What follows belongs to an exercise in optimizing a design on an open flow for small area, a short achievable clock period and few clock cycles; a production flow would make more cautious choices. Where RTL was checked, it was by simulation tests only, not by an equivalence proof against the original. Power is estimated from default activity; no workload was simulated.

// bayer_unpack
module bayer_unpack (
    input  wire        clk,
    input  wire        rst,             
    input  wire        start,
    input  wire [11:0] cfg_width,
    input  wire [11:0] cfg_height,
    input  wire [31:0] cfg_mode,
    input  wire [15:0] cfg_stride,
    input  wire [31:0] cfg_src_len,
    output wire [1:0]  state,
    output wire [3:0]  err,
    output wire [3:0]  errfield,
    output wire [12:0] row,
    output wire [31:0] fault_addr,
    output wire        src_req,
    output wire [31:0] src_addr,
    input  wire        src_gnt,
    input  wire        src_rvalid,
    input  wire [7:0]  src_rdata,
    output wire        dst_we,
    output wire [25:0] dst_addr,
    output wire [7:0]  dst_wdata,
    input  wire        dst_ready
);
    localparam integer DD = 4;    
    localparam integer TD = 3;    
    localparam integer ED = 4;    
    localparam [1:0] ST_IDLE = 2'd0, ST_RUN = 2'd1, ST_DONE = 2'd2, ST_FAIL = 2'd3;
    localparam [3:0] PH_PI  = 4'd0,  PH_PRE = 4'd1,  PH_FLT = 4'd2,  PH_FLT2 = 4'd3,
                     PH_WI0 = 4'd4,  PH_WI1 = 4'd5,  PH_RS  = 4'd6,  PH_RUN  = 4'd7,
                     PH_Z   = 4'd8,  PH_T1  = 4'd9,  PH_T2  = 4'd10, PH_END  = 4'd11,
                     PH_PI1 = 4'd12, PH_PI2 = 4'd13, PH_FLT3 = 4'd14, PH_FB = 4'd15;
    function [31:0] add32;
        input [31:0] a, b;
        input        ci;
        reg   [31:0] g, p, gg, pp, gn, pn;
        integer l, i, j;
        begin
            g = a & b;
  ...
export LEC_CHECK = 0
export CAP_MARGIN = 20
export CORE_MARGIN = 2
export CORE_UTILIZATION = 65
export CTS_BUF_LIST = sky130_fd_sc_hd__clkbuf_8
export CTS_CLUSTER_DIAMETER = 60
export CTS_CLUSTER_SIZE = 14
export SETUP_SLACK_MARGIN = 4.5
export SLEW_MARGIN = 20
create_clock -name core_clock -period 8.0 [get_ports {clk}]
standard.sh (not shown) runs the stock make flow with config.mk's settings and CLKGATE_MAP_FILE= SYNTH_SCRIPT=/design/flow/synth_recipe.tcl, a recipe that flattens the netlist after the stock synthesis.
==> flow/flow/run.sh <==
#!/bin/bash
# The standard layout (standard.sh: the standard flow's synthesis and ORFS flow), with
# one change: the buffers that ORFS puts on every input and output port are
# made from the smallest buffer cell instead of the default choice.
set -e
export BUFFER_PORTS_ARGS="-buffer_cell sky130_fd_sc_hd__buf_1"
bash standard.sh > standard.log 2>&1
The baseline finished with timing, DRC and antenna clean.
Testbench counts at the start, summed over its fixed seeds: cycles 45,207.
Then changed:
Settings changed: CORE_UTILIZATION 65 to 55.
Fmax went up by 3.8%.
Utilization went down by 11 points.
Setup slack is better by 130 ps.
Design area is unchanged.
Power went up by 3.0%.
Wire length is about the same.
Clock-buffer cell count went up by 2.
Cell count went up by 2.5%.
Clock power went up by 17%.
Global-route usage went down by 4.1 points.
Sequential power stays flat.


== build 27 ==
bayer_unpack, a different RTL version from the one above (not shown whole).
For scale: roughly 260 flip-flops, about 240 I/O pins.
Settings: LEC_CHECK=0, CAP_MARGIN=20, CORE_MARGIN=2, CORE_UTILIZATION=65, CTS_BUF_LIST=sky130_fd_sc_hd__clkbuf_8, CTS_CLUSTER_DIAMETER=60, CTS_CLUSTER_SIZE=14, SETUP_SLACK_MARGIN=4.5, SLEW_MARGIN=20, TNS_END_PERCENT=10; clock period 8.0 ns.
Scripts as last shown in full above: flow/flow/run.sh
Testbench counts of build 27, summed over its fixed seeds: cycles 45,271.
diff inputs: build 27 => build 35
Settings: swapping 65 for 55 in CORE_UTILIZATION; swapping 4.5 for 4.75 in SETUP_SLACK_MARGIN; clearing TNS_END_PERCENT, which used to be 10.
Findings:
Against build 27, build 35 comes in 0.49% higher on routed via count. Compared with build 27, in build 35 area taken by multi-input logic gates shows an increase of 360 µm²; floorplan row count shows an increase of 5; cell area shows an increase of 5.1%; area added between synthesis and finish shows an increase of 5.6 points. Build 35 completed; timing, DRC and antenna clean.
What build 5 does differently from build 35 at the input level:
Settings: SETUP_SLACK_MARGIN changed from 4.75 to 4.5; CORE_UTILIZATION changed from 55 to 65.
--- outcome ---
Higher overall power consumption among build 35 and build 5: build 35
Delta (build 5 minus build 35): first-pass GRT wire length now sits lower, routed wire length now sits lower, non-clock buffer count now sits lower.
Here is what was changed in the inputs of build 37 compared with build 5.
Settings: a change of CORE_UTILIZATION from 65 to 55.
==> run summary <==
Result for build 37 and build 5: all clean. Share of synthesized area spent on multiplexers: build 37 vs build 5 identical. Per the comparison of build 37 with build 5, maximum achievable frequency decreased 2.0%; relative contribution of the clock network to total power increased 3.5 points; sequential share of layout area decreased 0.46 points; total number of vias decreased 348; fraction of met1 tracks used by global routing decreased 3.4 points. Between build 37 and build 5, placeable core area is higher for build 37, build 5 comes in under that.


== run 1 ==
bayer_unpack, a different RTL version from the one above (not shown whole).
For scale: ~1700 cells after synthesis, roughly 240 I/O pins, about 0.016 mm2 of cells after synthesis.
make LEC_CHECK=0 CAP_MARGIN=20 CORE_MARGIN=2 CORE_UTILIZATION=40 SETUP_SLACK_MARGIN=3 SLEW_MARGIN=20 finish   # period 8.0 ns
run.sh (not shown) runs the stock make flow with config.mk's settings and CLKGATE_MAP_FILE= SYNTH_SCRIPT=/design/flow/synth_recipe.tcl, a recipe that flattens the netlist after the stock synthesis.
Stock flow here: none of the scripts above is used.
The flow did not stop early for run 1: all stages ran, and the layout cleared the timing, DRC and antenna checks.
Relative to run 1, the following input files were edited for run 2:
- SETUP_SLACK_MARGIN no longer set, was 3
Notes after the runs:
Status: worst hold slack parity (run 1, run 2). The standard cells in run 2 occupy less silicon area than those in run 1 do. All-layer global routing usage was lower in the run labelled run 2. Compared with run 1, run 2 shows a power that is 0.00013 W lower. The wire length of the first global-routing pass of run 2 was superior to that of run 1.
--- input diff run 2..run 3 ---
- SETUP_SLACK_MARGIN newly set to 4.5
Notes after the runs:
- Global-route usage is lower on run 2
- NOTE: path length in cells of the critical path in run 3 exceeds that of run 2
- Compared with run 2, run 3 has extra setup slack.
No functional check of the RTL was part of any run of this note.


== rev 12 ==
Another version of the RTL of bayer_unpack (not shown whole).
Size: about 260 flip-flops, about 240 I/O pins, ~0.018 mm2 of cells after synthesis.
clock: 8.0 ns
lec_check: 0
cap_margin: 20
core_margin: 2
core_utilization: 40
setup_slack_margin: 4.5
slew_margin: 20
Rev 12: full flow OK, the timing, DRC and antenna checks passed
Input-level comparison between rev 13 and rev 12:
Settings: changing SETUP_SLACK_MARGIN from 4.5 to 4.
[summary]
Reported for rev 13 and rev 12, number of non-clock inverters in the layout turned out identical to the last digit.
Routed wire length (rev 12 / rev 13): 1.09
Measured against each other, rev 13 and rev 12 differ in total length of routed met3 wires, the higher figure coming from rev 12.
No functional check of the RTL was part of any run of this note.


bayer_unpack, a different RTL version from the one above (not shown whole).
For scale: roughly 240 flip-flops, about 16000 µm² of cells after synthesis.
export LEC_CHECK = 0
export CAP_MARGIN = 20
export CORE_MARGIN = 2
export CORE_UTILIZATION = 55
export CTS_BUF_LIST = sky130_fd_sc_hd__clkbuf_8
export CTS_CLUSTER_DIAMETER = 60
export CTS_CLUSTER_SIZE = 14
export SETUP_SLACK_MARGIN = 4
export SLEW_MARGIN = 20
create_clock -name core_clock -period 8.0 [get_ports {clk}]
standard.sh (not shown) runs the stock make flow with config.mk's settings and CLKGATE_MAP_FILE= SYNTH_SCRIPT=/design/flow/synth_recipe.tcl, a recipe that flattens the netlist after the stock synthesis.
Scripts as last shown in full above: flow/flow/run.sh
The first run went through all stages and came out clean.
Testbench counts at the start, summed over its fixed seeds: cycles 45,207.
Then changed:
--- a/flow/config.mk
+++ b/flow/config.mk
@@ -10,6 +10,4 @@
 export CORE_UTILIZATION = 55
 export CTS_BUF_LIST = sky130_fd_sc_hd__clkbuf_8
-export CTS_CLUSTER_DIAMETER = 60
-export CTS_CLUSTER_SIZE = 14
 export SETUP_SLACK_MARGIN = 4
 export SLEW_MARGIN = 20
=> The changed run finished with timing, DRC and antenna clean; clock-buffer cell count rose by 15; register-to-register slack gains 30 ps; synthesized cell count stays the same; design area rose by 0.65%; via count rose by 0.73%; global-route usage rose by 0.11 points; worst setup slack loses 120 ps; hold slack loses 6.5 ps; wire length rose by 0.94%; sequential share of layout area fell by 0.23 points; critical path depth fell by 3.
Then changed:
==> flow/run.sh (new file) <==
#!/bin/bash
# synth_recipe.tcl (not shown) runs the flow's synth.tcl, then flattens the netlist and writes it again
# the make line also repeats each setting of config.mk as NAME=value (left out here)
make -C /OpenROAD-flow-scripts/flow DESIGN_CONFIG=/design/flow/config.mk WORK_HOME=/design/flow/orfs CLKGATE_MAP_FILE= SYNTH_SCRIPT=/design/flow/synth_recipe.tcl finish
removed: flow/flow/run.sh
removed: flow/standard.sh
Cell area rises by 7.8%.
Synthesized area stays the same.
Cell count is about the same.
Core utilization rises by 4.9 points.
Total power rises by 5.8%.
Routed wire length rises by 1.0%.


## job 7097
bayer_unpack, a different RTL version from the one above (not shown whole).
For scale: roughly 1700 cells after synthesis, about 240 flip-flops, ~240 I/O pins, ~16000 µm² of cells after synthesis.
Settings: LEC_CHECK=0, CAP_MARGIN=20, CORE_MARGIN=2, CORE_UTILIZATION=65, CTS_BUF_LIST=sky130_fd_sc_hd__clkbuf_4 sky130_fd_sc_hd__clkbuf_8, SETUP_SLACK_MARGIN=4, SLEW_MARGIN=20; clock period 8.0 ns.
run.sh (not shown) runs the stock make flow with config.mk's settings and CLKGATE_MAP_FILE= SYNTH_SCRIPT=/design/flow/synth_recipe.tcl, a recipe that flattens the netlist after the stock synthesis.
Stock flow here: none of the scripts above is used.
Testbench counts of job 7097, summed over its fixed seeds: cycles 45,817.
Relative to job 7097, the following input files were edited for job 3572:
Settings: a change of CORE_UTILIZATION from 65 to 40; a deleted CTS_BUF_LIST that had been sky130_fd_sc_hd__clkbuf_4 sky130_fd_sc_hd__clkbuf_8.
Results
There was hardly any difference in sequential power between job 3572 and job 7097.
On highest attainable clock frequency, job 7097 and job 3572 are neck and neck.
Against job 7097, job 3572 comes in 17% higher on routed metal-1 wire length.
The critical path launch point comes out sel_q[3] in one run and sel_q[1] in the other, namely in job 7097 and job 3572 respectively.
Job 3572: via count is 442 lower than what job 7097 reported.
For final clock period utilization by the worst path, job 7097 and job 3572 come out practically identical.
Input-level comparison between job 4348 and job 3572:
Settings: swapping 40 for 55 in CORE_UTILIZATION; putting CTS_BUF_LIST at sky130_fd_sc_hd__clkbuf_8 where nothing was set.
Going from job 3572 to job 4348, clock tree buffer count of the final layout grew by a few percent.
Job 4348 ended up with fewer standard cells than job 3572.
Looking at non-clock buffer count, job 4348 sits 17 lower than job 3572 does.
Job 4348 against job 3572; first-pass GRT wire length is down by a few percent.
Against job 3572, job 4348 comes in 27% lower on core outline area.
Job 4348 against job 3572; switching component of the power is down slightly.
Job 4348 gives less post-cts resize count than job 3572 did.
Against job 3572, job 4348 comes in 0.043 ns lower on clock period minus final worst setup slack.
For routed via count, job 4348 and job 3572 come out practically identical.
## Diff of input files: job 298 against job 4348
Settings: CTS_BUF_LIST removed (was sky130_fd_sc_hd__clkbuf_8); CORE_UTILIZATION changed from 55 to 40; SETUP_SLACK_MARGIN changed from 4 to 3.
--- outcome ---
Compare job 298 and job 4348 | internal power consumption higher: job 298
In job 298 relative to job 4348, routed wire length had gone up by a few percent.
Final clock period utilization by the worst path is higher on job 298
Against job 4348, job 298 comes in 17% higher on total number of placement rows.
Sequential share of layout area: job 298 vs job 4348, no meaningful difference
In the metrics for job 298 and job 4348, the one carrying the lower hold slack is job 298.
Compared with job 4348, job 298 shows number of placed cells counting well taps that has gone up by a few percent.


== v25 ==
bayer_unpack with an RTL version that a note above also has.
Size: roughly 1700 cells after synthesis, about 250 flip-flops, about 240 I/O pins, roughly 16000 um2 of cells after synthesis.
Design bayer_unpack, start of the top module:
module bayer_unpack (
    input  wire        clk,
    input  wire        rst,             
    input  wire        start,
    input  wire [11:0] cfg_width,
    input  wire [11:0] cfg_height,
    input  wire [31:0] cfg_mode,
    input  wire [15:0] cfg_stride,
    input  wire [31:0] cfg_src_len,
    output wire [1:0]  state,
    output wire [3:0]  err,
    output wire [3:0]  errfield,
    output wire [12:0] row,
    output wire [31:0] fault_addr,
    output wire        src_req,
    output wire [31:0] src_addr,
    input  wire        src_gnt,
    input  wire        src_rvalid,
    input  wire [7:0]  src_rdata,
    output wire        dst_we,
    output wire [25:0] dst_addr,
    output wire [7:0]  dst_wdata,
    input  wire        dst_ready
);
clock: 8.0 ns
lec_check: 0
cap_margin: 20
core_margin: 2
core_utilization: 55
cts_buf_list: sky130_fd_sc_hd__clkbuf_8
cts_cluster_diameter: 60
cts_cluster_size: 14
setup_slack_margin: 4.5
slew_margin: 20
tns_end_percent: 10
standard.sh (not shown) runs the stock make flow with config.mk's settings and CLKGATE_MAP_FILE= SYNTH_SCRIPT=/design/flow/synth_recipe.tcl, a recipe that flattens the netlist after the stock synthesis.
==> flow/flow/run.sh <==
#!/bin/bash
# The standard layout (standard.sh: the standard flow's synthesis and ORFS flow), with
# one change: the buffers that ORFS puts on every input and output port are
# made from the smallest buffer cell instead of the default choice.
set -e
export BUFFER_PORTS_ARGS="-buffer_cell sky130_fd_sc_hd__buf_1"
bash standard.sh > standard.log 2>&1
Testbench counts of v25, summed over its fixed seeds: cycles 45,207.
Setup changes, v25 to v47
- a change of CORE_UTILIZATION from 55 to 65
Findings:
- Diff v25 -> v47: critical path depth now smaller, design area decreased 1.7%, routed wire length down 2000 um, effective utilization at floorplan moved up, overall power of the completed layout up 1.7%.
- v47 gives less number of standard cells in the layout, taps in and fillers out than v25 did.
- Going from v25 to v47, via count roughly the same; relative contribution of combinational cells to total power lower.
> inputs changed (v47 -> v18)
- CORE_UTILIZATION changed from 65 to 55
- TNS_END_PERCENT removed (was 10)
- SETUP_SLACK_MARGIN changed from 4.5 to 4
Findings:
- On shortest clock period the worst path allows after layout: v18 sits above v47.
- met2 routing resource usage after global routing is lower on v18
- Against v47, v18 reports a post-route worst setup slack that is lower.
- Compared with v47, in v18 highest achievable clock rate -about 3%, ratio of cells with drive above 1 in the final layout -2.8 points, total placed instance area +0.58%, total number of clock tree sinks ~0 delta.
- On cell area power density: between v18 and v47, it ends up higher for v18.
- Summary of v18 over v47: share of power burned in combinational logic now sits lower; routed wire length moved up.

[afterwards: timing with drivers on the ports]
Ports are ideal in the flow. The routed layouts listed here were re-timed in OpenROAD.
Step 1 (the two cells are an assumption about what drives the block):
set clk [get_ports {clk}]
set_driving_cell -lib_cell sky130_fd_sc_hd__clkbuf_16 $clk
set_driving_cell -lib_cell sky130_fd_sc_hd__buf_2 [delete_from_list [all_inputs] $clk]
Step 2, shift: input delay + t, output delay - t, t = (earliest + latest rising clock arrival at the registers) / 2. This alone moves slack from input paths to output paths.
Three values: ideal, step 1, step 2; two values: the first two.
| run | shift t [ns] | setup WS [ns] | worst setup path at the end | latest minus earliest clock arrival (ns) | cell pins on the clock port's net |
|---|---|---|---|---|---|
| the first run of note 1 | 0.609 | 4.306 / 4.306 / 4.125 | input to register | 0.035 / 0.035 | 1 |
| the second run of note 1 | 0.622 | 4.441 / 4.393 / 4.029 | input to register | 0.022 / 0.022 | 1 |
| build 27 | 0.617 | 4.478 / 4.478 / 3.962 | input to register | 0.021 / 0.021 | 1 |
| build 35 | 0.641 | 4.439 / 4.439 / 4.229 | input to register | 0.028 / 0.028 | 1 |
| build 5 | 0.621 | 4.517 / 4.517 / 3.991 | input to register | 0.033 / 0.033 | 1 |
| build 37 | 0.655 | 4.447 / 4.447 / 4.046 | input to register | 0.029 / 0.029 | 1 |
| run 1 | 0.607 | 3.124 / 3.124 / 2.954 | input to register | 0.027 / 0.028 | 1 |
| run 2 | 0.601 | 1.998 / 1.998 / 1.998 | register to register | 0.016 / 0.015 | 1 |
| run 3 | 0.601 | 3.279 / 3.279 / 3.279 | register to register | 0.014 / 0.014 | 1 |
| rev 12 | 0.622 | 4.255 / 4.200 / 3.810 | input to register | 0.011 / 0.010 | 1 |
| rev 13 | 0.627 | 4.073 / 4.032 / 3.453 | input to register | 0.031 / 0.031 | 1 |
| the first run of note 5 | 0.641 | 4.129 / 4.092 / 3.518 | input to register | 0.047 / 0.047 | 1 |
| the second run of note 5 | 0.601 | 4.006 / 4.034 / 3.433 | input to register | 0.027 / 0.026 | 1 |
| the third run of note 5 | 0.588 | 4.090 / 4.047 / 3.524 | input to register | 0.030 / 0.030 | 1 |
| job 7097 | 0.605 | 4.048 / 4.044 / 3.511 | input to register | 0.027 / 0.027 | 1 |
| job 3572 | 0.603 | 4.048 / 4.000 / 3.528 | input to register | 0.019 / 0.019 | 1 |
| job 4348 | 0.615 | 4.091 / 4.061 / 3.507 | input to register | 0.023 / 0.023 | 1 |
| job 298 | 0.611 | 3.384 / 3.384 / 2.950 | input to register | 0.018 / 0.018 | 1 |
| v25 | 0.629 | 4.335 / 4.335 / 4.036 | input to register | 0.019 / 0.018 | 1 |
| v47 | 0.613 | 4.281 / 4.252 / 3.834 | input to register | 0.023 / 0.024 | 1 |
| v18 | 0.624 | 4.160 / 4.134 / 3.705 | input to register | 0.019 / 0.020 | 1 |
After both steps every run listed still meets setup and hold. For rev 13, which loses most, drivers alone change the setup slack by -0.041 ns; drivers and shift together by -0.620 ns.
